This design comes from an exercise in tuning for small area on the open sky130 flow, not from production work. The RTL was checked by simulation tests, not by an equivalence proof against the original design. Power is estimated from default activity; no workload was simulated.

==> flow/design.v <==
module softspi_exp (
    input  wire        clk,
    input  wire        rst,           
    input  wire        cmd_valid,
    output wire        cmd_ready,
    input  wire [31:0] cmd,
    input  wire [31:0] now,           
    output reg         rsp_valid,
    output wire [15:0] rsp_data,
    output reg         rsp_refused,
    output reg         pins_oe,       
    output reg         out_data,
    output reg         out_clk,       
    output wire        out_latch,
    output wire        in_latch,      
    output wire        in_clk,        
    input  wire        in_data,
    output wire        dac_cs,
    output reg         dac_data,
    output wire        adc_convst,
    input  wire        adc_data
);
    localparam [7:0] OP_START = 8'h01, OP_STOP  = 8'h02,
                     OP_WPIN  = 8'h10, OP_WPORT = 8'h11,
                     OP_SCAN  = 8'h20, OP_RPIN  = 8'h21,
                     OP_SETCH = 8'h30,
                     OP_CONV  = 8'h40, OP_RSMP  = 8'h41, OP_RCH = 8'h42,
                     OP_TASK  = 8'h50;
    localparam [3:0] S_IDLE  = 4'd0,
                     S_CFG   = 4'd5,    
                     S_DRV   = 4'd6,    
                     S_LO    = 4'd11,    
                     S_LAT1  = 4'd9,
                     S_LAT0  = 4'd2,
                     S_DCS0  = 4'd8,    
                     S_DT    = 4'd10,    
                     S_DCS1  = 4'd14,
                     S_SLAT0 = 4'd7,    
                     S_SLAT1 = 4'd4,
                     S_SI    = 4'd3,   
                     S_RCS0  = 4'd1,   
                     S_RS    = 4'd13,   
                     S_RCS1  = 4'd15,
                     S_CV    = 4'd12;   
    reg [3:0]  state;
    reg [3:0]  ph;
    reg [6:0]  bc;
    reg        op_seq;
    wire       op_start = op_seq;
    wire       op_task  = op_seq;
    reg [4:0]  idx;          
    reg [23:0] out_state;
    reg        out_z;        
    reg [15:0] in_s;         
    reg        in_z;         
    reg [15:0] aw [0:7];     
    reg [2:0]  aoff;
    reg        adc_z;        
    reg        pend;         
    reg [31:0] last;
    reg        primed;
    reg        enabled;
    reg [16:0] dv;           
    reg        rk_pin, rk_ch;
    integer i;
    wire [7:0]  c_op  = cmd[31:24];
    wire [7:0]  c_idx = cmd[15:8];
    wire [7:0]  c_ch  = cmd[23:16];
    reg c_legal;
    always @(*) begin
        case (c_op)
            OP_START, OP_STOP, OP_SCAN, OP_CONV, OP_RSMP, OP_TASK:
                c_legal = (cmd[23:0] == 24'd0);
            OP_WPIN:
                c_legal = (cmd[23:16] == 8'd0) && (cmd[7:1] == 7'd0);
            OP_RPIN, OP_RCH:
                c_legal = (cmd[23:16] == 8'd0) && (cmd[7:0] == 8'd0);
            OP_WPORT, OP_SETCH:
                c_legal = 1'b1;
            default:
                c_legal = 1'b0;
        endcase
    end
    wire idle   = (state == S_IDLE);
    wire accept = cmd_valid && idle;
    wire [5:0] bo;
    wire [4:0] df;
    assign bo[0] = 1'b0;
    genvar g;
    generate
        for (g = 0; g < 5; g = g + 1) begin : g_sub
            assign df[g]   = now[g] ^ last[g] ^ bo[g];
            assign bo[g+1] = (~now[g] & last[g]) | (~(now[g] ^ last[g]) & bo[g]);
        end
    endgenerate
    wire [31:5] xu = now[31:5] ^ last[31:5];
    wire [30:5] gu = ~now[30:5] & last[30:5];
    wire up_ok = (xu[5] == bo[5]) && (xu[31:6] == gu[30:5]);
    wire lt30  = up_ok && !(df[4] && df[3] && df[2] && df[1]);
    wire due    = primed || !lt30;
    assign cmd_ready = idle;
    wire in_si = (state == S_SI);
    wire in_rs = (state == S_RS);
    assign out_latch  = (state == S_LAT0);
    assign in_latch   = !((state == S_SLAT1) || in_rs || (state == S_RCS1));
    assign in_clk     = !((in_si && ph != 4'd0) ||
                          (in_rs && (ph == 4'd1 || ph == 4'd2 || ph == 4'd3 || ph == 4'd4)));
    assign dac_cs     = !((state == S_DT) || (state == S_DCS1));
    assign adc_convst = !((state == S_CV) && ph != 4'd0);
    wire [2:0]  rsel = idx[2:0] + aoff;
    reg  [15:0] rd_ch;
    reg         rd_in;
    always @(*) begin
        rd_ch = 16'd0;
        for (i = 0; i < 8; i = i + 1)
            rd_ch = rd_ch | (aw[i] & {16{rsel == i}});
        rd_in = 1'b0;
        for (i = 0; i < 16; i = i + 1)
            rd_in = rd_in | (in_s[i] & ({~idx[3], idx[2:0]} == i));
    end
    assign rsp_data = (rd_ch & {16{rk_ch && !adc_z}}) |
                      {15'd0, rd_in & rk_pin & !in_z};
    wire lo_bit = (bc[4:0] == idx) ? pend : (!out_z && out_state[23]);
    reg init_bit;
    always @(*) begin
        case (idx[2:0])
            3'd0:    init_bit = (bc[4:0] == 5'd21) || (bc[4:0] == 5'd1) || (bc[4:0] == 5'd0);
            3'd1:    init_bit = (bc[4:0] == 5'd21) || (bc[4:0] == 5'd20) || (bc[4:0] == 5'd1) || (bc[4:0] == 5'd0);
            3'd2:    init_bit = (bc[4:0] >= 5'd15) && (bc[4:0] <= 5'd20);
            3'd3:    init_bit = (bc[4:0] == 5'd21) || (bc[4:0] == 5'd20) || (bc[4:0] == 5'd19) || (bc[4:0] == 5'd0);
            default: init_bit = (bc[4:0] == 5'd17);
        endcase
    end
    wire dt_bit = op_start ? init_bit :
                  (bc[4:0] >= 5'd17) ? ((bc[4:0] == 5'd20) || (bc[4:0] == 5'd19)) : dv[0];
    reg [16:0] dv_load;
    always @(*) begin
        for (i = 0; i < 17; i = i + 1)
            dv_load[(70 + 51 - 3 * i) % 17] = cmd[i];
    end
    wire       smp  = in_rs && (ph == 4'd3);
    wire [2:0] cpos = ~bc[6:4] + aoff;    
    wire       wr   = in_rs && (ph[2] || ph[1:0] == 2'b11) && (cpos[1:0] == 2'b11);
    wire       wbit = smp ? adc_data : pend;
    wire       wr_a = wr && cpos[2];      
    wire       wr_b = wr && !cpos[2];     
    always @(posedge clk) begin
        aw[0] <= wr_a ? {aw[7][14:0], wbit} : aw[7];
        aw[1] <= aw[0];
        aw[2] <= aw[1];
        aw[3] <= aw[2];
        aw[4] <= wr_b ? {aw[3][14:0], wbit} : aw[3];
        aw[5] <= aw[4];
        aw[6] <= aw[5];
        aw[7] <= aw[6];
        dv    <= idle ? dv_load : {dv[0], dv[16:1]};
        if (idle)
            pend <= cmd[0];
        else if (smp)
            pend <= adc_data;
    end
    always @(posedge clk) begin
        if (rst) begin
            state     <= S_IDLE;
            ph        <= 4'd0;
            aoff      <= 3'd0;
            out_z     <= 1'b1;
            in_z      <= 1'b1;
            adc_z     <= 1'b1;
            primed    <= 1'b0;
            enabled   <= 1'b0;
            rsp_valid <= 1'b0;
            pins_oe   <= 1'b0;
            out_data  <= 1'b0;
            out_clk   <= 1'b0;
            dac_data  <= 1'b0;
            rsp_refused <= 1'b0;
            rk_pin    <= 1'b0;
            rk_ch     <= 1'b0;
        end else begin
            aoff        <= aoff + 3'd1;
            rsp_valid   <= 1'b0;
            rsp_refused <= 1'b0;
            rk_pin      <= 1'b0;
            rk_ch       <= 1'b0;
            ph          <= 4'd0;
            case (state)
            S_IDLE: begin
                op_seq   <= (c_op == OP_START) || (c_op == OP_TASK);
                idx      <= cmd[12:8] | {5{cmd[28] & cmd[24]}};
                bc       <= 7'd23;
                if (accept) begin
                    if (!c_legal) begin
                        rsp_refused <= 1'b1;
                        rsp_valid   <= 1'b1;
                    end else begin
                        case (c_op)
                        OP_START: state <= S_CFG;
                        OP_STOP: begin
                            pins_oe   <= 1'b0;
                            in_z      <= 1'b1;
                            out_z     <= 1'b1;
                            enabled   <= 1'b0;
                            rsp_valid <= 1'b1;
                        end
                        OP_WPIN: begin
                            if (c_idx < 8'd24)
                                state <= S_LO;
                            else
                                rsp_valid <= 1'b1;
                        end
                        OP_WPORT: begin
                            out_state <= cmd[23:0];
                            out_z     <= 1'b0;
                            state     <= S_LO;
                        end
                        OP_SCAN:  state <= S_SLAT0;
                        OP_RPIN: begin
                            rk_pin    <= (c_idx < 8'd16);
                            rsp_valid <= 1'b1;
                        end
                        OP_SETCH: begin
                            if (c_ch < 8'd2)
                                state <= S_DCS0;
                            else
                                rsp_valid <= 1'b1;
                        end
                        OP_CONV:  state <= S_CV;
                        OP_RSMP:  state <= S_RCS0;
                        OP_RCH: begin
                            rk_ch     <= (c_idx < 8'd8);
                            rsp_valid <= 1'b1;
                        end
                        OP_TASK: begin
                            if (enabled && due) begin
                                last   <= now;
                                primed <= 1'b0;
                                state  <= S_SLAT0;
                            end else begin
                                rsp_valid <= 1'b1;
                            end
                        end
                        default: rsp_valid <= 1'b1;
                        endcase
                    end
                end
            end
            S_CFG: begin
                pins_oe <= 1'b1;
                state   <= S_DRV;
            end
            S_DRV: begin
                out_data <= 1'b0;
                out_clk  <= 1'b0;
                dac_data <= 1'b0;
                out_z    <= 1'b1;
                in_z     <= 1'b1;
                adc_z    <= 1'b1;
                state    <= S_LO;
            end
            S_LO: begin
                ph <= ph + 4'd1;
                if (ph == 4'd0) begin
                    out_data  <= lo_bit;
                    out_state <= {out_state[22:0], lo_bit};
                end
                if (ph == 4'd3)
                    out_clk <= 1'b0;
                if (ph == 4'd4) begin
                    out_clk <= 1'b1;
                    ph      <= 4'd0;
                    bc      <= bc - 7'd1;
                    if (bc[4:0] == 5'd0)
                        state <= S_LAT1;
                end
            end
            S_LAT1: begin
                out_z <= 1'b0;
                state <= S_LAT0;
            end
            S_LAT0: begin
                bc <= 7'd23;
                if (op_start)
                    state <= S_DCS0;
                else begin
                    rsp_valid <= 1'b1;
                    state     <= S_IDLE;
                end
            end
            S_DCS0: begin
                bc    <= 7'd23;
                state <= S_DT;
            end
            S_DT: begin
                ph <= ph + 4'd1;
                if (ph == 4'd0)
                    dac_data <= dt_bit;
                if (ph == 4'd1)
                    out_clk <= 1'b1;
                if (ph == 4'd2) begin
                    out_clk <= 1'b0;
                    ph      <= 4'd0;
                    bc      <= bc - 7'd1;
                    if (bc[4:0] == 5'd0)
                        state <= S_DCS1;
                end
            end
            S_DCS1: begin
                if (op_start && idx[2:0] != 3'd4) begin
                    idx[2:0] <= idx[2:0] + 3'd1;
                    state <= S_DCS0;
                end else begin
                    if (op_start) begin
                        primed  <= 1'b1;
                        enabled <= 1'b1;
                    end
                    rsp_valid <= 1'b1;
                    state     <= S_IDLE;
                end
            end
            S_SLAT0: state <= S_SLAT1;
            S_SLAT1: begin
                bc    <= 7'd15;
                state <= S_SI;
            end
            S_SI: begin
                ph <= ph + 4'd1;
                if (ph == 4'd4)
                    in_s <= {in_s[14:0], in_data};
                if (ph == 4'd8) begin
                    ph <= 4'd0;
                    bc <= bc - 7'd1;
                    if (bc[3:0] == 4'd0) begin
                        in_z <= 1'b0;
                        if (op_task)
                            state <= S_RCS0;
                        else begin
                            rsp_valid <= 1'b1;
                            state     <= S_IDLE;
                        end
                    end
                end
            end
            S_RCS0: begin
                bc    <= 7'd127;
                state <= S_RS;
            end
            S_RS: begin
                ph <= ph + 4'd1;
                if (ph == 4'd6) begin
                    ph <= 4'd0;
                    bc <= bc - 7'd1;
                    if (bc == 7'd0)
                        state <= S_RCS1;
                end
            end
            S_RCS1: begin
                adc_z <= 1'b0;
                if (op_task)
                    state <= S_CV;
                else begin
                    rsp_valid <= 1'b1;
                    state     <= S_IDLE;
                end
            end
            S_CV: begin
                ph <= ph + 4'd1;
                if (ph == 4'd3) begin
                    rsp_valid <= 1'b1;
                    state     <= S_IDLE;
                end
            end
            default: state <= S_IDLE;
            endcase
        end
    end
endmodule
==> flow/flow/run.sh <==
#!/bin/bash
set -euo pipefail
WORK=$(pwd)
export BUFFER_PORTS_ARGS="-buffer_cell sky130_fd_sc_hd__buf_1"
export CTS_ARGS="-sink_clustering_enable -repair_clock_nets -dont_use_dummy_load -sink_clustering_size 30 -sink_clustering_max_diameter 100 -buf_list {sky130_fd_sc_hd__clkbuf_8 sky130_fd_sc_hd__clkbuf_16}"
R=$WORK/orfs/results/$FLOW_PLATFORM/softspi_exp/base
LIB=$FLOW_HOME/platforms/$FLOW_PLATFORM/lib/sky130_fd_sc_hd__tt_025C_1v80.lib
YOSYS=$(dirname "$FLOW_HOME")/tools/install/yosys/bin/yosys
[ -x "$YOSYS" ] || YOSYS=yosys

bash standard.sh synth > standard_synth.log 2>&1
cp "$R/1_2_yosys.v" "$WORK/synth_standard.v"

# Two rounds: each runs every ABC script on the current netlist and keeps the
# smallest result if it is smaller than the current one.
cur="$WORK/synth_standard.v"
cur_area=$(python3 - "$cur" "$LIB" <<'EOP'
import re,sys
area={}; c=None
for l in open(sys.argv[2]):
    m=re.match(r'\s*cell \("?(\w+)"?\)',l)
    if m: c=m.group(1)
    m=re.match(r'\s*area\s*:\s*([\d.]+)',l)
    if m and c and c not in area: area[c]=float(m.group(1))
print(sum(area.get(t,0) for t in re.findall(r'^\s*(sky130_fd_sc_hd__\w+)\s',open(sys.argv[1]).read(),re.M)))
EOP
)
echo "standard area $cur_area" >> remap_choice.log
for round in 1 2; do
  best=""; best_area=$cur_area
  for s in 1 2 3 4; do
    out="$WORK/remap_r${round}_$s"
    if bash flow/remap.sh "$cur" "$out.v" "$LIB" "$WORK/flow/abc$s.script" "$YOSYS" "$out.ys" > "$out.log" 2>&1; then
      a=$(grep -i "chip area for module" "$out.log" | tail -1 | awk '{print $NF}')
      echo "round $round abc$s area $a" >> remap_choice.log
      if awk "BEGIN{exit !($a < $best_area)}"; then best="$out.v"; best_area=$a; fi
    fi
  done
  [ -n "$best" ] || break
  cur="$best"; cur_area=$best_area
  echo "round $round chose $best area $best_area" >> remap_choice.log
done
cp "$cur" "$R/1_2_yosys.v"
touch "$R/1_2_yosys.v"

bash standard.sh > standard_finish.log 2>&1
==> flow/flow/abc1.script <==
strash
dch -f
amap
==> flow/flow/abc2.script <==
strash
dch -f
amap
strash
dch
amap
==> flow/flow/abc3.script <==
strash
dch -f
map -a
strash
dch -f
amap
==> flow/flow/abc4.script <==
strash
dch -f
amap
strash
dch
amap
strash
dch
amap
==> flow/flow/remap.sh <==
#!/bin/bash
# remap.sh IN.v OUT.v LIB ABC_SCRIPT YOSYS YS_FILE
# Re-maps the combinational logic of a synthesized netlist with ABC; every
# flip-flop instance is kept as it is (same name, cell type and connections).
set -euo pipefail
IN=$1; OUT=$2; LIB=$3; SCRIPT=$4; YOSYS=$5; YS=$6
DU=""
for c in sky130_fd_sc_hd__probe_p_8 sky130_fd_sc_hd__probec_p_8 sky130_fd_sc_hd__lpflow_bleeder_1 \
    sky130_fd_sc_hd__lpflow_clkbufkapwr_1 sky130_fd_sc_hd__lpflow_clkbufkapwr_16 sky130_fd_sc_hd__lpflow_clkbufkapwr_2 \
    sky130_fd_sc_hd__lpflow_clkbufkapwr_4 sky130_fd_sc_hd__lpflow_clkbufkapwr_8 sky130_fd_sc_hd__lpflow_clkinvkapwr_1 \
    sky130_fd_sc_hd__lpflow_clkinvkapwr_16 sky130_fd_sc_hd__lpflow_clkinvkapwr_2 sky130_fd_sc_hd__lpflow_clkinvkapwr_4 \
    sky130_fd_sc_hd__lpflow_clkinvkapwr_8 sky130_fd_sc_hd__lpflow_inputiso0n_1 sky130_fd_sc_hd__lpflow_inputiso0p_1 \
    sky130_fd_sc_hd__lpflow_inputiso1n_1 sky130_fd_sc_hd__lpflow_inputiso1p_1 sky130_fd_sc_hd__lpflow_inputisolatch_1 \
    sky130_fd_sc_hd__lpflow_isobufsrc_1 sky130_fd_sc_hd__lpflow_isobufsrc_16 sky130_fd_sc_hd__lpflow_isobufsrc_2 \
    sky130_fd_sc_hd__lpflow_isobufsrc_4 sky130_fd_sc_hd__lpflow_isobufsrc_8 sky130_fd_sc_hd__lpflow_isobufsrckapwr_16; do
  DU="$DU -dont_use $c"
done
FFS=$(grep -o "sky130_fd_sc_hd__[a-z0-9_]*df[a-z0-9_]*" "$IN" | sort -u | tr '\n' ' ')
cat > "$YS" <<EOY
read_liberty -overwrite -ignore_miss_func $LIB
read_verilog $IN
hierarchy -top softspi_exp
setattr -mod -set keep_hierarchy 1 $FFS
flatten
opt_clean -purge
abc -liberty $LIB -script $SCRIPT $DU
opt_clean -purge
hilomap -singleton -hicell sky130_fd_sc_hd__conb_1 HI -locell sky130_fd_sc_hd__conb_1 LO
splitnets
opt_clean -purge
insbuf -buf sky130_fd_sc_hd__buf_4 A X
read_liberty -lib -overwrite -ignore_miss_func $LIB
check -assert -mapped
stat -liberty $LIB
write_verilog -noattr -nohex -nodec $OUT
EOY
"$YOSYS" -s "$YS"
==> flow/standard.sh <==
#!/bin/bash
# synth_recipe.tcl (not shown) runs the flow's synth.tcl, then flattens the netlist and writes it again
# the make line also repeats each setting of config.mk as NAME=value (left out here)
make -C /OpenROAD-flow-scripts/flow DESIGN_CONFIG=/design/flow/config.mk WORK_HOME=/design/flow/orfs CLKGATE_MAP_FILE= SYNTH_SCRIPT=/design/flow/synth_recipe.tcl "${@:-finish}"
==> flow/config.mk <==
export PLATFORM = sky130hd
export DESIGN_NAME = softspi_exp
export DESIGN_NICKNAME = softspi_exp
export VERILOG_FILES = /design/flow/design.v
export SDC_FILE = /design/flow/constraint.sdc
export NUM_CORES = 4
export LEC_CHECK = 0
export CAP_MARGIN = 20
export CORE_MARGIN = 2
export CORE_UTILIZATION = 60
export SLEW_MARGIN = 20
==> flow/constraint.sdc <==
create_clock -name core_clock -period 10.0 [get_ports {clk}]
set_input_delay 2.0000 -clock core_clock [delete_from_list [all_inputs] [get_ports {clk}]]
set_output_delay 2.0000 -clock core_clock [all_outputs]
set_load 0.01 [all_outputs]
==> flow_results.org, run 1 <==
** CTS
- Clock insertion delay at the later pin of the skew report :: about 0.48 ns
- Post-CTS timing repair inserted 0 buffers for setup.
- Clock tree synthesis inserted a total of 12 buffers.
- CTS built an H-tree with a depth of 1.
- In this run, post-CTS repair resized a total of 0 instances.
- Maximum root-to-sink buffer count :: 3
- # clock sinks :: ~260
- For this design, the CTS-stage hold fixing added 0 buffers.
- Worst-path clk slew :: 0.11 ns
- TritonCTS built the clock tree.
- The tree is rooted in a sky130_fd_sc_hd__clkbuf_16.

** Outcome
- Status :: no timing/DRC/antenna violations

** Critical path
- STA classifies the critical path startpoint as a register.
- Along the worst path, the maximum fanout reaches 15.
- Walking the worst path, the cells encountered are clkinv_1, nor2_1, o22ai_1, a21oi_1, clkinv_1, nand3_1, clkinv_1, a22o_1, a2111oi_0, a31oi_1, buf_1.
- In this design, the critical path's most frequently occurring cell is sky130_fd_sc_hd__clkinv_1.
- Reg-to-reg critical path endpoint :: out_state[4]$_DFFE_PP_
- By startpoint and endpoint, the worst setup path is classified as register to output port.
- On the worst path, the slowest cell contributes a delay of roughly 0.54 ns.
- For this design, the slowest cell found on the critical path is sky130_fd_sc_hd__edfxtp_1.
- Worst-case reg-to-reg path depth :: 12
- Endpoint kind of the worst setup timing path :: output port
- Data arrival, critical path :: approximately 4.0 ns
- In this run the critical register-to-register path is launched from state[2]$_SDFFE_PP0P_.
- Data required time of the worst path :: 8.00 ns
- The worst register-to-register path has a setup slack of 6.12 ns.

** Cells and area
- Filler Cell Count :: approximately 1300
- Final antenna diode count :: 0
- At the end of the flow the core is filled with cells to 0.6854.
- The final layout contains roughly 1200 nets.
- Share of layout cells above drive strength 1 :: 0.03333
- From synthesis to final layout, the design area changed by 10.99%.

** STA
- Timing would allow up to 167.1 MHz.
- Clock skew on the completed layout was measured at between 0.03 and 0.04 ns.
- The count of final max-slew check failures came to 0.
- Crit share post-route :: 0.5985
- The hold violation count in the final report was 0.
- Counting I/O delays and the setup requirement, the final critical path takes around 6.0 ns.
- Unrepaired setup endpoints after global routing :: false
- Setup violations remaining at the end of the flow were counted as 0.
- Summed over all failing endpoints, the final setup total negative slack is 0 ns.
- The worst pin sits at a relative slew slack of 0.4250.
- For the pin with the worst max-slew slack, the measured transition is about 0.86 ns.

** Detailed routing
- After detailed routing, the number of vias per cell comes to between 6 and 7.
- In this run the remaining antenna-violating nets after routing total 0.
- The routed layout has about 8100 vias.
- Total wire length after detailed routing :: 24450 um
- Number of design-rule violations left by the first detailed-router iteration :: 838
- For this run, design rule violations remaining after detail routing come to 0.
- Mean routed wirelength per cell :: ~19 um
- The pre-antenna-repair detailed-routing pass consisted of 9 iterations.

** Run
- Across the run, the number of max-cap violations was 0.

** GRT
- Across every metal layer, demand over resource in global routing totals 0.2788.
- The first global-routing pass estimated 39430 um of wire.
- Summed over all layers, the global routing overflow is 0.
- Number of antenna violations at the first check in global routing :: 0
- Number of global-route vias before repair :: 7547
- Entering global routing, the biggest net connects 33 pins.

** Synthesis
- During synthesis, Yosys emitted a total of 2 warnings.
- The number of nets handed over by synthesis was a little over 1000.
- Synthesis produced approximately 960 cells.
- Synth Cell Area :: approximately 0.0098 mm2
- The average instance in the mapped netlist occupies just over 10 um2.

** Power and ir drop
- In this run the static leakage power is 3.549 nW.
- Clock network fraction of design power :: 0.300
- Total Power :: approximately 1.7 mW
- Switching power of the nets :: roughly 0.38 mW
- Of the total power, the share spent switching nets is 0.2219.
- Dividing total power by cell area gives a power density of roughly 160 mW/mm2.
- The share of total power dissipated in sequential elements is 0.632.
- Of the total power, combinational logic draws 0.068.
- Internal power comes to ~1.3 mW.
- VDD sags by at most roughly 0.0001 V.

** Min path
- Sink of the worst hold path :: aw[7][0]$_DFF_P_
- The startpoint identified for the worst hold timing path is aw[6][0]$_DFF_P_.
- The min-delay analysis places its worst path in the category register to register.
- Hold Crit Depth :: 0

** Floorplan
- After floorplanning, the core was sized to cover roughly 0.016 mm2.
- Horiz. Die Dim :: around 130 um
- The die covers roughly 0.017 mm2.
- Number of I/O pins :: slightly below 100
- The die is roughly 130 um tall.
- The initial utilization of the core area, before any placement, comes to 0.6175.
- The initialized floorplan defines 46 standard-cell rows.

** Place
- Estimated wirelength of the detail-placed design :: between 15000 and 20000 um
- Routability cong. :: a little over 1
- Number of I/O port buffers :: between 90 and 100
[per-layer routing]
metal | track usage | part of all wire | vias to the layer above
met5 | 0 | 0 | -
met4 | 0.07729 | 0.025 | 0
met3 | 0.03345 | 0.066 | 51
met2 | 0.4583 | 0.47 | 326
met1 | 0.3939 | 0.44 | 3814
li1 | - | - | 3861
[flip-flops by register name, indices dropped and copies added (netlist names), 3 cells and up]
register / flops
aoff: 3
last: 32
dv: 17
in_s: 16
ph: 4
bc: 7
state: 4
aw: 128
idx: 5
out_state: 24
[worst max path at each step]
stage / end / from / slack (ns)
2_1_floorplan: last[0]$_DFFE_PP_ / cmd[29] / 4.35
4_1_cts: rsp_data[0] / idx[1]$_DFFE_PP_ / 3.85
3_5_place_dp: rsp_data[0] / idx[1]$_DFFE_PP_ / 4.40
6_report: rsp_data[3] / idx[0]$_DFFE_PP_ / 4.01
3_3_place_gp: rsp_data[0] / idx[1]$_DFFE_PP_ / 4.55
5_1_grt: rsp_data[3] / idx[0]$_DFFE_PP_ / 3.73
[metrics by stage]
stage	area (um2)	hold WS (ns)	cells	worst slack, ns
floorplan	9844	0.3235	958	4.350
global route	10930	0.3561	1296	3.732
finish	10930	0.3486	1296	4.015
CTS	10920	0.3532	1296	3.855
global placement	10620	0.3309	1284	4.547
detailed placement	10620	0.3329	1284	4.400
[cell usage in the layout, fill, tap and decap left out, types with 14 or more instances in the layout]
| cell type | instances |
|---|---|
| sky130_fd_sc_hd__dfxtp_1 | 170 |
| sky130_fd_sc_hd__a222oi_1 | 23 |
| sky130_fd_sc_hd__clkinv_1 | 105 |
| sky130_fd_sc_hd__a21oi_1 | 43 |
| sky130_fd_sc_hd__nand2_1 | 61 |
| sky130_fd_sc_hd__a31oi_1 | 16 |
| sky130_fd_sc_hd__buf_4 | 14 |
| sky130_fd_sc_hd__a22oi_1 | 20 |
| sky130_fd_sc_hd__o22ai_1 | 23 |
| sky130_fd_sc_hd__nor3_1 | 30 |
| sky130_fd_sc_hd__nand3_1 | 14 |
| sky130_fd_sc_hd__o22a_1 | 63 |
| sky130_fd_sc_hd__o21ai_0 | 57 |
| sky130_fd_sc_hd__edfxtp_1 | 85 |
| sky130_fd_sc_hd__buf_1 | 96 |
| sky130_fd_sc_hd__nor2_1 | 130 |
[power groups by stage]
stage               Sequential (mW)  Clock, mW  Combinational [mW]
finish                         1.08      0.514               0.117
global route                   1.08      0.553               0.130
floorplan                      1.10          0              0.0668
detailed placement             1.10          0               0.115
global placement               1.10          0               0.114
CTS                            1.08      0.519               0.115
[critical path: cells and delay by family, from the launching register on]
family / cells / cell delay, ns
buffers and inverters: 4 / 1.16
DFF: 1 / 0.54
AOI/OAI and AO/OA: 5 / 1.40
and+or+nand+nor: 2 / 0.41
[layout make-up]
cell class | instances | area (um2) | area share
Clock buffer | 12 | 300.3 | 0.02748
Tap cell | 216 | 270.3 | 0.02473
Inverter | 105 | 394.1 | 0.03607
Sequential cell | 255 | 5956 | 0.5451
Multi-Input combinational cell | 598 | 3541 | 0.3241
Timing Repair Buffer | 110 | 465.4 | 0.04260
==> run 2, diff against run 1 <==
--- a/flow/flow/run.sh
+++ b/flow/flow/run.sh
@@ -2,7 +2,7 @@
 set -euo pipefail
 WORK=$(pwd)
 export BUFFER_PORTS_ARGS="-buffer_cell sky130_fd_sc_hd__buf_1"
-export CTS_ARGS="-sink_clustering_enable -repair_clock_nets -dont_use_dummy_load -sink_clustering_size 30 -sink_clustering_max_diameter 100 -buf_list {sky130_fd_sc_hd__clkbuf_8 sky130_fd_sc_hd__clkbuf_16}"
+export CTS_ARGS="-sink_clustering_enable -repair_clock_nets -dont_use_dummy_load -sink_clustering_size 15 -sink_clustering_max_diameter 60 -buf_list {sky130_fd_sc_hd__clkbuf_8}"
 R=$WORK/orfs/results/$FLOW_PLATFORM/softspi_exp/base
 LIB=$FLOW_HOME/platforms/$FLOW_PLATFORM/lib/sky130_fd_sc_hd__tt_025C_1v80.lib
 YOSYS=$(dirname "$FLOW_HOME")/tools/install/yosys/bin/yosys
--- a/flow/config.mk
+++ b/flow/config.mk
@@ -7,5 +7,5 @@
 export LEC_CHECK = 0
 export CAP_MARGIN = 20
 export CORE_MARGIN = 2
-export CORE_UTILIZATION = 60
+export CORE_UTILIZATION = 40
 export SLEW_MARGIN = 20
==> flow_results.org, run 2 <==
** STA
- After layout, the minimum clock period comes to 6.061 ns.
- Dividing the final minimum period by the clock period gives 0.6061.
- Adding up every negative setup slack in the final design gives 0 ns.
- Worst slack on hold paths :: around 0.28 ns
- The count of final max-slew check failures came to 0.
- Unrepaired setup endpoints after global routing :: false
- Headroom to the max-slew limit came out at 0.3870.
- Transition time at the pin with the least slew margin :: 0.9170 ns
- Final Worst Setup Slack :: a little under 4 ns
- The hold violation count in the final report was 0.
- Clock Skews :: about 0.084 ns
- Derived from the worst setup path, the maximum achievable clock frequency is 165.0 MHz.
- Setup violations remaining at the end of the flow were counted as 0.

** Detailed routing
- Antenna-violating nets left :: 0
- For this block, the initial DRC count from the detailed router was between 600 and 700.
- The first TritonRoute pass finished after 5 iterations.
- Remaining design rule violation count :: 0
- Mean routed wirelength per cell :: approximately 18 um
- The final layout contains routed wiring with a total length of 25670 um.
- Via/cell ratio :: 5.626
- The detailed router placed ~8000 vias in this run.

** GRT
- The first global-routing pass estimated 41150 um of wire.
- In the global route stage, met2 resource usage came out at 0.3063.
- met2 is the most crowded layer.
- The number of global-route vias before repair was between 7000 and 8000.
- Entering global routing, the biggest net connects 33 pins.
- Number of antenna violations at the first check in global routing :: 0
- Global-route track usage on met3 :: 0.04313
- Global Route Usage Sum :: 0.1963
- Met1 usage in global routing :: 0.2712
- Global route overflow :: 0

** Place
- Pre-CTS WS :: roughly 4.5 ns
- Number of placed instances with taps included :: 1393
- Routability cong. :: around 0.9
- After detailed placement, the total cell area comes to ~0.011 mm2.
- Estimated wirelength of the detail-placed design :: between 15000 and 20000 um
- Number of I/O port buffers :: 96

** Floorplan
- Effective utilization at floorplan :: 0.4060
- In this run the horizontal extent of the chip is ~160 um.
- Core Footprint :: ~0.024 mm2
- In this run the count of I/O pins placed on the die edge is 97.
- After floorplanning, the core was divided into 57 placement rows.
- Vertical extent of the die :: 160.9 um
- Die outline area :: between 0.02 and 0.03 mm2

** Critical path
- In this design, the stage delay of the slowest critical-path cell is 0.50 ns.
- Max stage delay cell, worst path :: sky130_fd_sc_hd__clkinv_1
- Worst setup SP type :: register
- Crit path top cell by count :: sky130_fd_sc_hd__clkinv_1
- Peak fanout along the critical path :: 15
- Cell chain of the critical path :: clkinv_1, nor2_1, o22ai_1, a21oi_1, clkinv_1, nand3_1, clkinv_1, a222oi_1, a31oi_1, a31o_1, buf_1
- Type of the setup path with the least slack :: register to output port
- Data arrival, critical path :: 4.06 ns
- Data required time of the worst path :: 8.00 ns
- STA classifies the critical path endpoint as an output port.

** Cells and area
- Flip-flop count of the largest register, all copies and words added :: around 130
- Cell area after layout :: 0.01112 mm2
- Commonest cells after routing, fill and taps aside :: sky130_fd_sc_hd__dfxtp_1 (170), sky130_fd_sc_hd__nor2_1 (131), sky130_fd_sc_hd__clkinv_1 (105), sky130_fd_sc_hd__buf_1 (96), sky130_fd_sc_hd__edfxtp_1 (85)
- More flip-flops sit in one register than any other, and that register is aw.
- Leaving out fill and tap cells, the most frequent cell in the layout is sky130_fd_sc_hd__dfxtp_1.
- The repair_antennas step left the layout with diodes totalling 0.
- Relative to the synthesized area, the layout overhead comes to 12.91%.
- Registers with the most flip-flops :: aw x128, last x32, out_state x24
- For this run, the post-layout net count is between 1000 and 1500.
- In the final layout, the share of cells above drive strength 1 is 0.04566.
- The filler cells instantiated in the layout total 2366.
- The finished layout holds 1419 standard cells, fillers aside.

** Power and ir drop
- Leak :: 3.584 nW
- Power density over the cells :: approximately 160 mW/mm2
- VDD sags by at most ~0.000088 V.

** Synthesis
- The synthesized netlist occupies a cell area of approximately 0.0098 mm2.
- Syn Nets :: between 1000 and 1500
- A synthesized cell averages ~10 um2.
- The cell count after synthesis came out at 958.
- During synthesis, Yosys emitted a total of 2 warnings.

** CTS
- TritonCTS created 26 clock buffers.
- The tree is rooted in a sky130_fd_sc_hd__clkbuf_8.
- In this run the deepest clock path goes through 3 buffers.
- The clock reaches the later pin of the worst-skew pair after about 0.58 ns.
- After clock tree synthesis, the clock-pin slew on the worst setup and hold paths is about 0.090 ns.
- For this design, the CTS-stage hold fixing added 0 buffers.
- Maximum level of the CTS H-tree :: 1
- TritonCTS built the clock tree.
- Total of cells resized after clock tree synthesis :: 0
- Post-CTS timing repair inserted 0 buffers for setup.
- # clock sinks :: ~260

** Run
- The tool flagged a number of max-cap violations equal to 0.

** Outcome
- Status :: no timing/DRC/antenna violations

** Min path
- HP Class :: register to register
[run 2: critical path: cells and delay by family, from the launching register on]
| family | cells | cell delay, ns |
|---|---|---|
| compound gates | 5 | 1.46 |
| buf+inv | 4 | 1.18 |
| simple gates | 2 | 0.41 |
| flops | 1 | 0.46 |
[run 2: final cells by class]
class | instances | area, um2 | area share
clock buffer | 26 | 357.8 | 0.03219
sequential | 255 | 5956 | 0.5358
timing repair buffer | 111 | 470.5 | 0.04232
multi-input combinational | 598 | 3532 | 0.3178
tap | 324 | 405.4 | 0.03647
inverter | 105 | 394.1 | 0.03546
[run 2: final timing paths]
| check | start | to | slack, ns | cells after the start |
|---|---|---|---|---|
| max | idx[1]$_DFFE_PP_ | rsp_data[0] | 3.94 | 11 |
| min | aw[0][0]$_DFF_P_ | aw[1][0]$_DFF_P_ | 0.28 | 0 |
| max reg2reg | state[2]$_SDFFE_PP0P_ | out_state[14]$_DFFE_PP_ | 5.79 | 12 |
| min reg2reg | aw[0][0]$_DFF_P_ | aw[1][0]$_DFF_P_ | 0.28 | 0 |
[run 2: per-stage QoR]
step             util  power (mW)
3_3_place_gp   0.4434       1.220
4_1_cts        0.4584       1.775
6_report       0.4584       1.756
3_5_place_dp   0.4437       1.222
2_1_floorplan       -       1.170
5_1_grt        0.4584       1.829
[run 2: metal layers]
metal	wire length, um	up-vias
li1	-	3906
met4	720	0
met1	11860	3794
met3	1646	54
met2	11450	230
met5	0	-
[run 2: power breakdown]
part | internal (mW) | leakage, nW | switching (mW) | total [mW]
Sequential | 1.07 | 2.14 | 0.00627 | 1.08
Clock | 0.230 | 0.187 | 0.327 | 0.557
Combinational | 0.0399 | 1.25 | 0.0776 | 0.118
Total | 1.35 | 3.58 | 0.411 | 1.76
==> run 3, diff against run 2 <==
--- a/flow/design.v
+++ b/flow/design.v
@@ -7,7 +7,7 @@
     input  wire [31:0] now,           
     output reg         rsp_valid,
     output wire [15:0] rsp_data,
-    output reg         rsp_refused,
+    output wire        rsp_refused,
     output reg         pins_oe,       
     output reg         out_data,
     output reg         out_clk,       
@@ -61,7 +61,10 @@
     reg        primed;
     reg        enabled;
     reg [16:0] dv;           
-    reg        rk_pin, rk_ch;
+    reg  [1:0] rk;
+    wire       rk_pin = rk[1] & !rk[0];
+    wire       rk_ch  = rk[1] &  rk[0];
+    assign     rsp_refused = !rk[1] & rk[0];
     integer i;
     wire [7:0]  c_op  = cmd[31:24];
     wire [7:0]  c_idx = cmd[15:8];
@@ -174,15 +177,11 @@
             out_data  <= 1'b0;
             out_clk   <= 1'b0;
             dac_data  <= 1'b0;
-            rsp_refused <= 1'b0;
-            rk_pin    <= 1'b0;
-            rk_ch     <= 1'b0;
+            rk        <= 2'b00;
         end else begin
             aoff        <= aoff + 3'd1;
             rsp_valid   <= 1'b0;
-            rsp_refused <= 1'b0;
-            rk_pin      <= 1'b0;
-            rk_ch       <= 1'b0;
+            rk          <= 2'b00;
             ph          <= 4'd0;
             case (state)
             S_IDLE: begin
@@ -191,7 +190,7 @@
                 bc       <= 7'd23;
                 if (accept) begin
                     if (!c_legal) begin
-                        rsp_refused <= 1'b1;
+                        rk          <= 2'b01;
                         rsp_valid   <= 1'b1;
                     end else begin
                         case (c_op)
@@ -216,7 +215,7 @@
                         end
                         OP_SCAN:  state <= S_SLAT0;
                         OP_RPIN: begin
-                            rk_pin    <= (c_idx < 8'd16);
+                            rk        <= {(c_idx < 8'd16), 1'b0};
                             rsp_valid <= 1'b1;
                         end
                         OP_SETCH: begin
@@ -228,7 +227,7 @@
                         OP_CONV:  state <= S_CV;
                         OP_RSMP:  state <= S_RCS0;
                         OP_RCH: begin
-                            rk_ch     <= (c_idx < 8'd8);
+                            rk        <= {(c_idx < 8'd8), (c_idx < 8'd8)};
                             rsp_valid <= 1'b1;
                         end
                         OP_TASK: begin
--- a/flow/flow/run.sh
+++ b/flow/flow/run.sh
@@ -2,7 +2,7 @@
 set -euo pipefail
 WORK=$(pwd)
 export BUFFER_PORTS_ARGS="-buffer_cell sky130_fd_sc_hd__buf_1"
-export CTS_ARGS="-sink_clustering_enable -repair_clock_nets -dont_use_dummy_load -sink_clustering_size 15 -sink_clustering_max_diameter 60 -buf_list {sky130_fd_sc_hd__clkbuf_8}"
+export CTS_ARGS="-sink_clustering_enable -repair_clock_nets -dont_use_dummy_load -sink_clustering_size 30 -sink_clustering_max_diameter 100 -buf_list {sky130_fd_sc_hd__clkbuf_8 sky130_fd_sc_hd__clkbuf_16}"
 R=$WORK/orfs/results/$FLOW_PLATFORM/softspi_exp/base
 LIB=$FLOW_HOME/platforms/$FLOW_PLATFORM/lib/sky130_fd_sc_hd__tt_025C_1v80.lib
 YOSYS=$(dirname "$FLOW_HOME")/tools/install/yosys/bin/yosys
--- a/flow/config.mk
+++ b/flow/config.mk
@@ -7,5 +7,5 @@
 export LEC_CHECK = 0
 export CAP_MARGIN = 20
 export CORE_MARGIN = 2
-export CORE_UTILIZATION = 40
+export CORE_UTILIZATION = 75
 export SLEW_MARGIN = 20
==> flow_results.org, run 3 <==
** Detailed routing
- Mean routed wirelength per cell :: about 22 um
- Antenna-violating nets left :: 0
- Total wire length after detailed routing :: between 20000 and 30000 um
- The pre-antenna-repair detailed-routing pass consisted of 9 iterations.
- The final route contains slightly below 9000 vias.
- Using the TritonRoute via totals, the vias-per-cell ratio works out to 6.894.
- Remaining design rule violation count :: 0
- In this run, the number of DRC markers left after iteration 0 of detailed routing was ~1200.

** Place
- In this run the cell area measured after placement is 0.01051 mm2.
- Number of placed instances with taps included :: ~1200
- Prior to clock tree synthesis, the placed netlist has a worst setup slack of 4.799 ns.
- The congestion estimate from routability-driven global placement came to 1.037.
- After legalization and detailed placement, the total HPWL measured between 15000 and 20000 um.
- Number of I/O port buffers :: 96

** Critical path
- The worst setup path is launched from a register.
- Data required time of the worst path :: around 8 ns
- The worst setup path is captured at an output port.
- Setup slack on the worst reg-to-reg path comes out at between 5 and 6 ns.
- Data arrives at the worst endpoint at about 3.8 ns.
- Peak fanout along the critical path :: 15
- Type of the setup path with the least slack :: register to output port

** Cells and area
- P&R area growth vs syn :: 9.857%
- For this run, the share of the core covered by cells in the final layout is 0.8494.
- Final antenna diode count :: 0
- The register with the most flip-flops in the layout has 128 of them.
- Share of layout cells above drive strength 1 :: 0.02392
- Count of non-filler cells in the finished layout :: ~1300
- The finished cells cover between 0.01 and 0.015 mm2.
- Leading cell type in the layout, fill and taps excluded :: sky130_fd_sc_hd__dfxtp_1
- For this run, the post-layout net count is 1158.
- Leaving out fill and tap cells, the most frequent cells in the layout are sky130_fd_sc_hd__dfxtp_1 (169), sky130_fd_sc_hd__nor2_1 (126), sky130_fd_sc_hd__clkinv_1 (108), sky130_fd_sc_hd__buf_1 (96), sky130_fd_sc_hd__edfxtp_1 (85).
- Ranked by flip-flop count, first place goes to aw.
- Registers with the most flip-flops :: aw x128, last x32, out_state x24

** CTS
- Post-CTS setup buffers :: 0
- Worst-path clk slew :: about 0.12 ns
- Counting along the longest clock path gives a buffer depth of 3.
- TritonCTS built the clock tree.
- After clock tree synthesis, the flow added hold-fix buffers numbering 0.
- For the worst-skew pair, the clock arrives at the later sink with an insertion delay of approximately 0.48 ns.
- # clock sinks :: around 250
- CTS placed an instance of sky130_fd_sc_hd__clkbuf_16 at the clock tree root.
- CTS Buf Count :: 12
- Total of cells resized after clock tree synthesis :: 0
- Maximum level of the CTS H-tree :: 1

** Floorplan
- The die is 118.5 um tall.
- The total area inside the core boundary comes to 0.01272 mm2.
- Num rows :: 41
- Horiz. Die Dim :: 118.5 um
- Effective utilization at floorplan :: 0.7732
- Number of I/O pins :: 97
- The die covers 0.01405 mm2.

** STA
- Across all hold checks on the routed design, the worst slack comes to 0.3542 ns.
- Time the worst path needs with I/O delays and setup :: a little under 6 ns
- Transition time at the pin with the least slew margin :: about 1.1 ns
- The worst path meets setup with 4.179 ns of slack.
- Of the available clock period, the critical path in the final layout requires 0.5821.
- Clock Skews :: around 0.054 ns
- Setup repair after global routing left no endpoint under its margin.
- Total Negative Setup Slacks :: 0 ns
- The count of final max-slew check failures came to 0.
- Measured against its own limit, the worst slew margin works out to 0.2947.
- Endpoints failing hold :: 0
- Fmax :: between 150 and 200 MHz
- Endpoints failing setup :: 0

** Power and ir drop
- For this design the total switching power over the nets is 0.3844 mW.
- VDD sags by at most between 0.0001 and 0.00015 V.
- Total Power :: about 1.7 mW
- Switch share :: 0.2251
- Leak :: between 3 and 4 nW
- Power density over the cells :: between 150 and 200 mW/mm2
- Clock network fraction of design power :: 0.304
- The share of total power dissipated in sequential elements is 0.630.
- The internal power of the cells totals ~1.3 mW.
- Portion of total power attributed to combinational logic :: 0.066

** Outcome
- Status :: no timing/DRC/antenna violations

** GRT
- Met2 Track Usage GR :: 0.6498
- Across every metal layer, demand over resource in global routing totals 0.3817.
- For this run, global-route usage on met1 was measured as 0.4987.
- The number of global-route vias before repair came to approximately 8300.
- Number of antenna violations at the first check in global routing :: 0
- The first global-routing pass estimated roughly 43000 um of wire.
- For this run, global-route usage on met3 was measured as 0.04875.
- Most Crowded Layer GR :: met2
- Entering global routing, the biggest net connects 33 pins.
- Global route overflow :: 0

** Min path
- The worst hold path belongs to the class register to register.

** Synthesis
- Avg Inst Size Synth :: 10.15 um2
- Counting every instance in the synthesized netlist gives 969.
- Synth Cell Area :: 0.009837 mm2
- Synthesis warning total :: 2
- Syn Nets :: between 1000 and 1500

** Run
- Max-Cap Viols :: 0
## run 3: cell count changes in the layout (fill, tap and decap cells not counted), moves of 7 or more
cell and delta:
sky130_fd_sc_hd__clkbuf_16 +12, sky130_fd_sc_hd__nand2_1 +21, sky130_fd_sc_hd__o22a_1 -7, sky130_fd_sc_hd__clkbuf_8 -26, sky130_fd_sc_hd__a22oi_1 +7, sky130_fd_sc_hd__nor3_1 -8, sky130_fd_sc_hd__o22ai_1 +8
## run 3: power groups by stage
| stage | registers [mW] | clock network, mW | logic, mW |
|---|---|---|---|
| finish | 1.08 | 0.519 | 0.114 |
| global route | 1.08 | 0.549 | 0.121 |
| detailed placement | 1.10 | 0 | 0.107 |
| CTS | 1.08 | 0.514 | 0.109 |
| global placement | 1.10 | 0 | 0.102 |
| floorplan | 1.10 | 0 | 0.0632 |
## run 3: layout make-up
type / instances / area [um2]
Timing Repair Buffer: 106 / 435.4
Clock buffer: 12 / 300.3
Sequential cell: 254 / 5936
Inverter: 108 / 405.4
Tap cell: 172 / 215.2
Fill cell: 667 / 1916
Multi-Input combinational cell: 607 / 3515
## run 3: worst max-delay path, cell delays in order, from the launching register on
cell,delay (ns)
sky130_fd_sc_hd__edfxtp_1,0.50
sky130_fd_sc_hd__clkinv_1,0.20
sky130_fd_sc_hd__nor2_1,0.23
sky130_fd_sc_hd__o22ai_1,0.13
sky130_fd_sc_hd__a21oi_1,0.36
sky130_fd_sc_hd__clkinv_1,0.24
sky130_fd_sc_hd__nand2_1,0.15
sky130_fd_sc_hd__clkinv_1,0.50
sky130_fd_sc_hd__a222oi_1,0.62
sky130_fd_sc_hd__a41oi_1,0.24
sky130_fd_sc_hd__buf_1,0.18
## run 3: per-layer routing
layer  part of all wire  vias to the layer above
met2               0.48                      715
li1                   -                     3874
met5                  0                        -
met1               0.37                     3963
met4              0.045                        0
met3               0.11                      127
## run 3: path summary, 6_finish.rpt
| check | to | cells after the start | start |
|---|---|---|---|
| max | rsp_data[15] | 10 | idx[0]$_DFFE_PP_ |
| min | aw[1][13]$_DFF_P_ | 0 | aw[0][13]$_DFF_P_ |
| max reg2reg | out_state[21]$_DFFE_PP_ | 10 | state[3]$_SDFFE_PP0P_ |
| min reg2reg | aw[1][13]$_DFF_P_ | 0 | aw[0][13]$_DFF_P_ |
==> run 4, diff against run 3 <==
--- a/flow/config.mk
+++ b/flow/config.mk
@@ -7,5 +7,5 @@
 export LEC_CHECK = 0
 export CAP_MARGIN = 20
 export CORE_MARGIN = 2
-export CORE_UTILIZATION = 75
+export CORE_UTILIZATION = 40
 export SLEW_MARGIN = 20
==> flow_results.org, run 4 <==
** CTS
- In this run the number of H-tree levels came out at 1.
- Maximum root-to-sink buffer count :: 3
- Post-CTS timing repair inserted 0 buffers for setup.
- CTS tree :: built
- Cell at the root of the clock tree :: sky130_fd_sc_hd__clkbuf_16
- # clock sinks :: between 200 and 300
- Clock insertion delay at the later pin of the skew report :: a little under 0.5 ns
- CTS Buf Count :: 12
- Cts hold-fix bufs :: 0
- Worst-path clk slew :: 0.11 ns
- Total of cells resized after clock tree synthesis :: 0

** Detailed routing
- The first TritonRoute pass finished after 6 iterations.
- Number of design-rule violations left by the first detailed-router iteration :: between 700 and 800
- Once detail routing completed, the nets flagged for antenna violations numbered 0.
- Remaining design rule violation count :: 0
- Via/cell ratio :: approximately 5.6
- The routed layout has 7919 vias.
- For this block, the routed nets add up to about 25000 um of wire.
- Dividing the detail-routed wire length by the instance count gives ~18 um.

** Cells and area
- The largest registers in the layout are aw x128, last x32, out_state x24.
- Commonest cells after routing, fill and taps aside :: sky130_fd_sc_hd__dfxtp_1 (169), sky130_fd_sc_hd__nor2_1 (126), sky130_fd_sc_hd__clkinv_1 (108), sky130_fd_sc_hd__buf_1 (96), sky130_fd_sc_hd__edfxtp_1 (85)
- Share of layout cells above drive strength 1 :: 0.02392
- Multi-input logic area :: around 0.0035 mm2
- The library cell used most frequently in the layout, excluding fill and tap cells, is sky130_fd_sc_hd__dfxtp_1.
- The register with the most flip-flops in the final layout is aw.
- Final antenna diode count :: 0
- With fillers left out, the area of the finished cells amounts to ~0.011 mm2.
- In the final design database the tool counted approximately 1200 nets.
- P&R area growth vs syn :: 11.79%
- After filler insertion, the fill cell instance count of the layout stands at between 2000 and 2500.
- Area taken by flip-flops and latches :: just under 0.006 mm2
- Flip-flop count of the largest register, all copies and words added :: around 130

** GRT
- Entering global routing, the biggest net connects 33 pins.
- Global Route Usage Sum :: 0.1912
- The first global-routing pass estimated around 40000 um of wire.
- Number of antenna violations at the first check in global routing :: 0
- The number of global-route vias before repair was between 7000 and 8000.
- Global route overflow :: 0

** Critical path
- Of all nets on the critical path, the largest fanout is 16.
- Worst-case reg-to-reg path depth :: 9
- Data required time of the worst path :: about 8.0 ns
- Crit path top cell by count :: sky130_fd_sc_hd__clkinv_1
- STA classifies the critical path endpoint as an output port.
- STA classifies the critical path startpoint as a register.
- The worst register-to-register path begins at state[3]$_SDFFE_PP0P_.
- Max stage delay cell, worst path :: sky130_fd_sc_hd__a2111oi_0
- The setup path with the least slack is of type register to output port.
- Data arrival, critical path :: between 3 and 4 ns
- Register-to-Register Setup Slack :: ~5.8 ns
- Reg-to-reg critical path endpoint :: out_state[12]$_DFFE_PP_
- Critical Path Start :: idx[0]$_DFFE_PP_
- Cell chain of the critical path :: clkinv_1, nor2_1, o22ai_1, a21oi_1, clkinv_1, and3_1, a2111oi_0, o2111ai_1, nand2_1, o41ai_1, buf_1
- On the worst path, the slowest cell contributes a delay of roughly 0.53 ns.

** Power and ir drop
- The worst-case IR drop observed on VDD is about 0.00011 V.
- Leak :: roughly 3.5 nW
- Power density over the cells :: 155.4 mW/mm2
- Total Power :: ~1.7 mW

** Floorplan
- Die outline area :: approximately 0.026 mm2
- For this configuration, the core starts out at a cell density of 0.4057.
- Vertical extent of the die :: roughly 160 um
- Num rows :: 57
- The floorplan step set the die width to approximately 160 um.
- Number of I/O pins :: 97
- Core Footprint :: around 0.024 mm2

** Min path
- The min-delay analysis places its worst path in the category register to register.
- Hold wc startpoint :: aw[2][8]$_DFF_P_
- Sink of the worst hold path :: aw[3][8]$_DFF_P_
- Hold Crit Depth :: 0

** Place
- The HPWL after detailed placement is 17420 um.
- Routability cong. :: approximately 0.9
- Placed instance area :: 0.01070 mm2
- Buffers placed on the I/O ports in this run total 96.

** Synthesis
- Summing every instance area after synthesis gives a little under 0.01 mm2.
- Synthesis handed over a netlist of roughly 970 instances.
- For this run, the number of Yosys warnings is 2.
- In this run the mean area of a mapped cell was a little over 10 um2.
- When the netlist entered floorplanning its net count stood at approximately 1000.

** STA
- The hold violation count in the final report was 0.
- Setup repair after global routing left no endpoint under its margin.
- In the finished design, the share of the clock period the worst path needs comes to 0.5678.
- Setup violations remaining at the end of the flow were counted as 0.
- The count of final max-slew check failures came to 0.
- Clock Skews :: 0.04210 ns
- Time the worst path needs with I/O delays and setup :: roughly 5.7 ns
- Total Negative Setup Slacks :: 0 ns
- For this run, the top clock speed supported by timing is around 180 MHz.
- For the pin with the worst max-slew slack, the measured transition is around 1.0 ns.
- Worst rel slew slack :: 0.3140

** Run
- The tool flagged a number of max-cap violations equal to 0.

** Outcome
- Status :: no timing/DRC/antenna violations
==> run 4: worst max path at each step <==
| stage | endpoint | depth (start not counted) |
|---|---|---|
| after floorplan | last[0]$_DFFE_PP_ | 10 |
| after global placement | out_state[18]$_DFFE_PP_ | 11 |
| after detailed placement | out_state[19]$_DFFE_PP_ | 11 |
| after CTS | rsp_data[0] | 11 |
| after global routing | rsp_data[0] | 11 |
| final | rsp_data[0] | 11 |
==> run 4: cell type report <==
class | instances | share of cell area
clock buffer | 12 | 0.02731
inverter | 108 | 0.03686
multi-input combinational | 607 | 0.3196
sequential | 254 | 0.5398
tap | 324 | 0.03686
timing repair buffer | 106 | 0.03959
==> run 4: power by group <==
group	total [mW]	switching (mW)	internal, mW
Clock	0.524	0.306	0.218
Combinational	0.109	0.0736	0.0354
Sequential	1.08	0.00480	1.07
==> run 4: worst max-delay path: cells and delay by family (launching register included) <==
| family | cells | cell delay (ns) |
|---|---|---|
| AOI/OAI and AO/OA | 5 | 1.27 |
| DFF | 1 | 0.46 |
| buffers and inverters | 3 | 0.56 |
| and+or+nand+nor | 3 | 0.89 |
==> run 4: per-layer routing <==
layer	track usage	up-vias	part of all wire	wire length, um
met5	0	-	0	0
met1	0.2754	3717	0.46	11320
li1	-	3879	-	-
met2	0.3080	283	0.45	11220
met3	0.02712	40	0.075	1876
met4	0.04180	0	0.018	441
==> run 4: metrics by stage <==
step / worst slack [ns] / std cells / utilization / hold slack, ns
floorplan: 4.431 / 969 / - / 0.3235
global placement: 4.898 / 1399 / 0.4411 / 0.3286
detailed placement: 4.797 / 1399 / 0.4411 / 0.3362
CTS: 4.301 / 1411 / 0.4535 / 0.3514
global route: 3.995 / 1411 / 0.4535 / 0.3603
finish: 4.322 / 1411 / 0.4535 / 0.3482
==> run 5, diff against run 4 <==
--- a/flow/flow/run.sh
+++ b/flow/flow/run.sh
@@ -2,7 +2,7 @@
 set -euo pipefail
 WORK=$(pwd)
 export BUFFER_PORTS_ARGS="-buffer_cell sky130_fd_sc_hd__buf_1"
-export CTS_ARGS="-sink_clustering_enable -repair_clock_nets -dont_use_dummy_load -sink_clustering_size 30 -sink_clustering_max_diameter 100 -buf_list {sky130_fd_sc_hd__clkbuf_8 sky130_fd_sc_hd__clkbuf_16}"
+export CTS_ARGS="-sink_clustering_enable -repair_clock_nets -dont_use_dummy_load -sink_clustering_size 30 -sink_clustering_max_diameter 100 -buf_list {sky130_fd_sc_hd__clkbuf_8 sky130_fd_sc_hd__clkbuf_16} -root_buf sky130_fd_sc_hd__clkbuf_8 -tree_buf sky130_fd_sc_hd__clkbuf_8"
 R=$WORK/orfs/results/$FLOW_PLATFORM/softspi_exp/base
 LIB=$FLOW_HOME/platforms/$FLOW_PLATFORM/lib/sky130_fd_sc_hd__tt_025C_1v80.lib
 YOSYS=$(dirname "$FLOW_HOME")/tools/install/yosys/bin/yosys
==> flow_results.org, run 5 <==
** Outcome
- The flow ran to the end and the layout has no timing, DRC or antenna violations.

** Min path
- Hold wc startpoint :: aw[2][8]$_DFF_P_
- Hold Crit Depth :: 0
- Sink of the worst hold path :: aw[3][8]$_DFF_P_
- HP Class :: register to register

** CTS
- The clock reaches the later pin of the worst-skew pair after between 0.5 and 0.6 ns.
- Cts hold-fix bufs :: 0
- Buffers inserted during clock tree synthesis total 12.
- CTS built an H-tree with a depth of 1.
- Worst-path clk slew :: between 0.1 and 0.15 ns
- The clock passes through at most 3 buffers.
- # clock sinks :: 254
- Total of cells resized after clock tree synthesis :: 0
- Cell at the root of the clock tree :: sky130_fd_sc_hd__clkbuf_8
- TritonCTS built the clock tree.
- After clock tree synthesis, the setup repair step added 0 buffers.

** STA
- For the finished layout, the period the worst path requires is about 5.8 ns.
- Total Negative Setup Slacks :: 0 ns
- On the final layout, the worst hold slack is ~0.35 ns.
- The worst path meets setup with between 4 and 5 ns of slack.
- The hold violation count in the final report was 0.
- Clock skew on the completed layout was measured at 0.05306 ns.
- The count of final max-slew check failures came to 0.
- Unrepaired setup endpoints after global routing :: false
- Based on the critical path, the design can be clocked at up to approximately 170 MHz.
- Of the available clock period, the critical path in the final layout requires 0.5754.
- Headroom to the max-slew limit came out at 0.3024.
- Setup violations remaining at the end of the flow were counted as 0.
- Transition time at the pin with the least slew margin :: around 1.0 ns

** Critical path
- Measured in cells, the most critical reg-to-reg path has a length of 9.
- Worst setup SP type :: register
- Peak fanout along the critical path :: 16
- The worst register-to-register path ends at out_state[12]$_DFFE_PP_.
- Data required time of the worst path :: 8.00 ns
- Setup slack on the worst reg-to-reg path comes out at 5.77 ns.
- STA classifies the critical path endpoint as an output port.
- Startpoint of the worst register-to-register path :: state[3]$_SDFFE_PP0P_
- Data arrival, critical path :: 3.75 ns
- Type of the setup path with the least slack :: register to output port

** Place
- Routability-driven placement finished with a final weighted congestion of 0.9228.
- The count of buffers added on input and output ports is 96.
- The wire-length estimate of the detail-placed layout is approximately 17000 um.
- At the placement stage, the worst setup path has a slack of 4.797 ns.

** Synthesis
- In this run the mean area of a mapped cell was 10.15 um2.
- During synthesis, Yosys emitted a total of 2 warnings.
- Synth Cell Area :: roughly 0.0098 mm2
- Synthesis produced between 900 and 1000 cells.
- Counting every net in the synthesized netlist gives roughly 1000.

** Floorplan
- Vertical extent of the die :: around 160 um
- Die outline area :: ~0.026 mm2
- The core region is ~0.024 mm2.
- Number of I/O pins :: 97
- Effective utilization at floorplan :: 0.4057
- Horiz. Die Dim :: roughly 160 um
- Num rows :: 57

** Power and ir drop
- Worst VDD drop :: approximately 0.00011 V
- The completed layout was analyzed and its total power is 1.681 mW.
- Power density over the cells :: about 150 mW/mm2
- Leak :: 3.496 nW

** Cells and area
- In the layout the commonest cells are sky130_fd_sc_hd__dfxtp_1 (169), sky130_fd_sc_hd__nor2_1 (126), sky130_fd_sc_hd__clkinv_1 (108), sky130_fd_sc_hd__buf_1 (96), sky130_fd_sc_hd__edfxtp_1 (85).
- Share of layout cells above drive strength 1 :: 0.02392
- Multi-input logic area :: approximately 0.0035 mm2
- Compared with the post-synthesis result, the final layout area differs by 11.45%.
- The largest registers in the layout are aw x128, last x32, out_state x24.
- At the end of the flow, the number of nets in the layout was about 1200.
- Final antenna diode count :: 0
- Leading cell type in the layout, fill and taps excluded :: sky130_fd_sc_hd__dfxtp_1
- Once layout is complete, the utilization of the core stands at 0.4521.
- The sequential cells in the finished layout cover a total of 0.005936 mm2.
- Largest reg by FF count :: aw
- After filler insertion, the fill cell instance count of the layout stands at about 2400.
- The register with the most flip-flops in the layout has 128 of them.

** Detailed routing
- The highest metal layer carrying signal wires in the routed design is met4.
- Remaining design rule violation count :: 0
- Sum of met3 wire segment lengths after detailed routing :: about 1800 um
- Mean routed wirelength per cell :: between 15 and 20 um
- The detailed router put a total of approximately 11000 um of wire on met1.
- Detailed routing placed a total of 11330 um of wire on met2.
- For this run, the detailed router's first-pass iteration total came to 7.
- In this run the remaining antenna-violating nets after routing total 0.
- The routed layout has 7904 vias.
- Total wire length after detailed routing :: ~25000 um
- For this block, the initial DRC count from the detailed router was between 700 and 800.
- Via/cell ratio :: between 5 and 6

** GRT
- The first global-routing pass estimated 39820 um of wire.
- In the global route stage, overall resource usage came out at 0.1919.
- Number of global-route vias before repair :: 7449
- The initial antenna violation count came to 0.
- After global routing the overflow that remains totals 0.
- Pin count of the biggest net entering global routing :: 33

** Run
- The tool flagged a number of max-cap violations equal to 0.
[run 5: worst max-delay path by stage]
stage | from | to | slack [ns] | cells past startpoint
final | idx[0]$_DFFE_PP_ | rsp_data[0] | 4.25 | 11
after global routing | idx[0]$_DFFE_PP_ | rsp_data[0] | 3.95 | 11
after CTS | idx[0]$_DFFE_PP_ | rsp_data[0] | 4.26 | 11
after detailed placement | cmd[26] | out_state[19]$_DFFE_PP_ | 4.80 | 11
after global placement | cmd[26] | out_state[18]$_DFFE_PP_ | 4.90 | 11
after floorplan | cmd[26] | last[0]$_DFFE_PP_ | 4.43 | 10
[run 5: per-layer routing]
metal	GRT usage	up-vias
li1	-	3885
met1	0.2754	3710
met2	0.3082	271
met3	0.02763	38
met4	0.04545	0
met5	0	-
[run 5: area by class of cell]
cell class	count	share of cell area
Tap cell	324	0.03698
Inverter	108	0.03698
Sequential cell	254	0.5414
Multi-Input combinational cell	607	0.3206
Clock buffer	12	0.02431
Timing Repair Buffer	106	0.03972
[run 5: power by group]
part	total (mW)	switching [mW]	internal, mW	leakage [nW]
combinational	0.109	0.0737	0.0354	1.23
clock	0.497	0.306	0.191	0.132
sequential	1.08	0.00479	1.07	2.14
total	1.68	0.384	1.30	3.50
[run 5: critical path: stages (launching register included)]
cell and delay (ns):
sky130_fd_sc_hd__edfxtp_1 0.46, sky130_fd_sc_hd__clkinv_1 0.19, sky130_fd_sc_hd__nor2_1 0.23, sky130_fd_sc_hd__o22ai_1 0.12
sky130_fd_sc_hd__a21oi_1 0.39, sky130_fd_sc_hd__clkinv_1 0.22, sky130_fd_sc_hd__and3_1 0.53, sky130_fd_sc_hd__a2111oi_0 0.54
sky130_fd_sc_hd__o2111ai_1 0.17, sky130_fd_sc_hd__nand2_1 0.14, sky130_fd_sc_hd__o41ai_1 0.08, sky130_fd_sc_hd__buf_1 0.16
[run 5: metrics by stage]
stage	std cells	area (um2)
floorplan	969	9837
global placement	1399	10700
detailed placement	1399	10700
CTS	1411	10960
global route	1411	10960
finish	1411	10960
==> run 6, diff against run 5 <==
--- a/flow/flow/run.sh
+++ b/flow/flow/run.sh
@@ -2,7 +2,7 @@
 set -euo pipefail
 WORK=$(pwd)
 export BUFFER_PORTS_ARGS="-buffer_cell sky130_fd_sc_hd__buf_1"
-export CTS_ARGS="-sink_clustering_enable -repair_clock_nets -dont_use_dummy_load -sink_clustering_size 30 -sink_clustering_max_diameter 100 -buf_list {sky130_fd_sc_hd__clkbuf_8 sky130_fd_sc_hd__clkbuf_16} -root_buf sky130_fd_sc_hd__clkbuf_8 -tree_buf sky130_fd_sc_hd__clkbuf_8"
+export CTS_ARGS="-sink_clustering_enable -repair_clock_nets -dont_use_dummy_load -sink_clustering_size 30 -sink_clustering_max_diameter 100 -buf_list {sky130_fd_sc_hd__clkbuf_8 sky130_fd_sc_hd__clkbuf_16} -root_buf sky130_fd_sc_hd__clkbuf_4 -tree_buf sky130_fd_sc_hd__clkbuf_4"
 R=$WORK/orfs/results/$FLOW_PLATFORM/softspi_exp/base
 LIB=$FLOW_HOME/platforms/$FLOW_PLATFORM/lib/sky130_fd_sc_hd__tt_025C_1v80.lib
 YOSYS=$(dirname "$FLOW_HOME")/tools/install/yosys/bin/yosys
==> flow_results.org, run 6 <==
** GRT
- Global Route Usage Sum :: 0.1916
- Pin count of the biggest net entering global routing :: 33
- Number of antenna violations at the first check in global routing :: 1
- The first global-routing pass estimated around 40000 um of wire.

** Synthesis
- Yosys printed 2 warnings.
- Avg Inst Size Synth :: around 10 um2

** Cells and area
- Count of non-filler cells in the finished layout :: ~1400
- Share of layout cells above drive strength 1 :: 0.02392
- Multi-input logic area :: roughly 0.0035 mm2
- More flip-flops sit in one register than any other, and that register is aw.
- P&R area growth vs syn :: 11.28%
- The layout has 2412 filler cells.
- The library cells used most frequently in the layout, excluding fill and tap cells, are sky130_fd_sc_hd__dfxtp_1 (169), sky130_fd_sc_hd__nor2_1 (126), sky130_fd_sc_hd__clkinv_1 (108), sky130_fd_sc_hd__buf_1 (96), sky130_fd_sc_hd__edfxtp_1 (85).

** CTS
- In this run, post-CTS repair resized a total of 0 instances.
- Cts hold-fix bufs :: 0
- CTS Buf Count :: 12
- Worst-path clk slew :: roughly 0.12 ns
- Clock insertion delay at the later pin of the skew report :: around 0.65 ns

** STA
- Setup violations remaining at the end of the flow were counted as 0.
- Setup total negative slack on the finished layout was measured at 0 ns.
- Fmax :: between 150 and 200 MHz
- The hold violation count in the final report was 0.
- Dividing the final minimum period by the clock period gives 0.5823.
- Unrepaired setup endpoints after global routing :: false
- Clock Skews :: roughly 0.064 ns

** Detailed routing
- Pre-antenna DRT Iters :: 6
- Remaining design rule violation count :: 0
- Total wire length after detailed routing :: roughly 25000 um
- Via/cell ratio :: about 5.6
- Antenna-violating nets left :: 0
- Number of design-rule violations left by the first detailed-router iteration :: 748
- Mean routed wirelength per cell :: around 18 um
- Summing over every cut layer, the via total after detailed routing is between 7000 and 8000.

** Min path
- In this run the worst hold path is classified as register to register.

** Outcome
- The run finished with no timing, DRC or antenna violations.

** Critical path
- Worst setup SP type :: register
- The critical path contains buffers and inverters numbering 3 combined.
- Max stage delay cell, worst path :: sky130_fd_sc_hd__a2111oi_0
- STA puts the critical path data arrival time at ~3.8 ns.
- For this run, the slowest stage of the critical path takes 0.54 ns.

** Floorplan
- Vertical extent of the die :: ~160 um
- between 90 and 100 I/O pins were placed.
- The die is roughly 160 um wide.
- Die outline area :: roughly 0.026 mm2

** Power and ir drop
- The analysis attributes to cell leakage a power of 3.488 nW.
- Power density over the cells :: 151.9 mW/mm2
- Of the total power, combinational logic draws 0.066.
- Switch share :: 0.2297

** Place
- Detailed placement finished with a half-perimeter wire length of about 17000 um.
run 6: changes by cell type in the layout (fill, tap and decap cells not counted):
cell	change
sky130_fd_sc_hd__clkbuf_8	-3
sky130_fd_sc_hd__diode_2	+1
sky130_fd_sc_hd__clkbuf_4	+3
run 6: through the flow:
step	total power [mW]	area (um2)	setup WS, ns
floorplan	1.160	9837	4.431
global placement	1.206	10700	4.898
CTS	1.675	10940	4.145
detailed placement	1.207	10700	4.797
global route	1.731	10950	3.839
finish	1.663	10950	4.177
run 6: per-layer routing:
layer	track usage	up-vias	routed length [um]
li1	-	3884	-
met2	0.3082	290	11290
met1	0.2753	3655	11350
met3	0.02738	44	1835
met4	0.04424	0	465
met5	0	-	0
run 6: worst register-to-register path, cell delays in order, from the launching register on:
cell and delay (ns):
sky130_fd_sc_hd__dfxtp_1 0.41, sky130_fd_sc_hd__nor2_1 0.26, sky130_fd_sc_hd__clkinv_1 0.23, sky130_fd_sc_hd__nor2_1 0.38, sky130_fd_sc_hd__clkinv_1 0.30, sky130_fd_sc_hd__nor2_1 0.20, sky130_fd_sc_hd__clkinv_1 0.55, sky130_fd_sc_hd__or2_0 0.46
sky130_fd_sc_hd__nor2_1 0.17, sky130_fd_sc_hd__o21a_1 0.84
run 6: cell type report:
| type | instances | area share |
|---|---|---|
| sequential | 254 | 0.5422 |
| antenna | 1 | 0.0002286 |
| tap | 324 | 0.03703 |
| multi-input combinational | 607 | 0.3211 |
| clock buffer | 12 | 0.02263 |
| timing repair buffer | 106 | 0.03978 |
| inverter | 108 | 0.03703 |
run 6: power by group through the flow:
stage / clock (mW) / sequential, mW / combinational [mW]
floorplan: 0 / 1.10 / 0.0632
global placement: 0 / 1.10 / 0.108
detailed placement: 0 / 1.10 / 0.108
CTS: 0.492 / 1.08 / 0.108
global route: 0.533 / 1.08 / 0.121
finish: 0.479 / 1.08 / 0.109
run 6: worst paths after layout:
| check | from | end | slack, ns | cells after the start |
|---|---|---|---|---|
| worst max register to register | state[3]$_SDFFE_PP0P_ | out_state[12]$_DFFE_PP_ | 5.75 | 9 |
| worst min-delay path | aw[2][8]$_DFF_P_ | aw[3][8]$_DFF_P_ | 0.35 | 0 |
| worst max-delay path | idx[0]$_DFFE_PP_ | rsp_data[0] | 4.18 | 11 |
| worst min register to register | aw[2][8]$_DFF_P_ | aw[3][8]$_DFF_P_ | 0.35 | 0 |

[static timing again, ports no longer ideal]
In the flow no input, the clock included, has a driving cell. The finished layouts below were timed again as built, in two steps. Step 1 sets driving cells, clkbuf_16 on the clock port and buf_2 on the other inputs (assumed; they add their load-dependent delay and slew). Step 2 moves the port delays by t, midway between the first and last clock arrival at a register: inputs arrive t later, outputs are due t later. That takes back most of the time a late clock gives input paths. Three values: ideal ports, drivers, drivers and shift; two values: the first two.
| run | t (ns) | slack for setup (ns) | clock arrival spread, ns |
|---|---|---|---|
| run 1 | 0.508 | 4.015 / 3.969 / 4.476 | 0.036 / 0.035 |
| run 2 | 0.576 | 3.939 / 3.897 / 4.473 | 0.086 / 0.086 |
| run 3 | 0.496 | 4.179 / 4.137 / 4.633 | 0.054 / 0.054 |
| run 4 | 0.514 | 4.322 / 4.278 / 4.791 | 0.042 / 0.043 |
| run 5 | 0.554 | 4.246 / 4.202 / 4.756 | 0.054 / 0.053 |
| run 6 | 0.659 | 4.177 / 4.132 / 4.791 | 0.063 / 0.063 |
After both steps setup and hold are still met in every run listed.
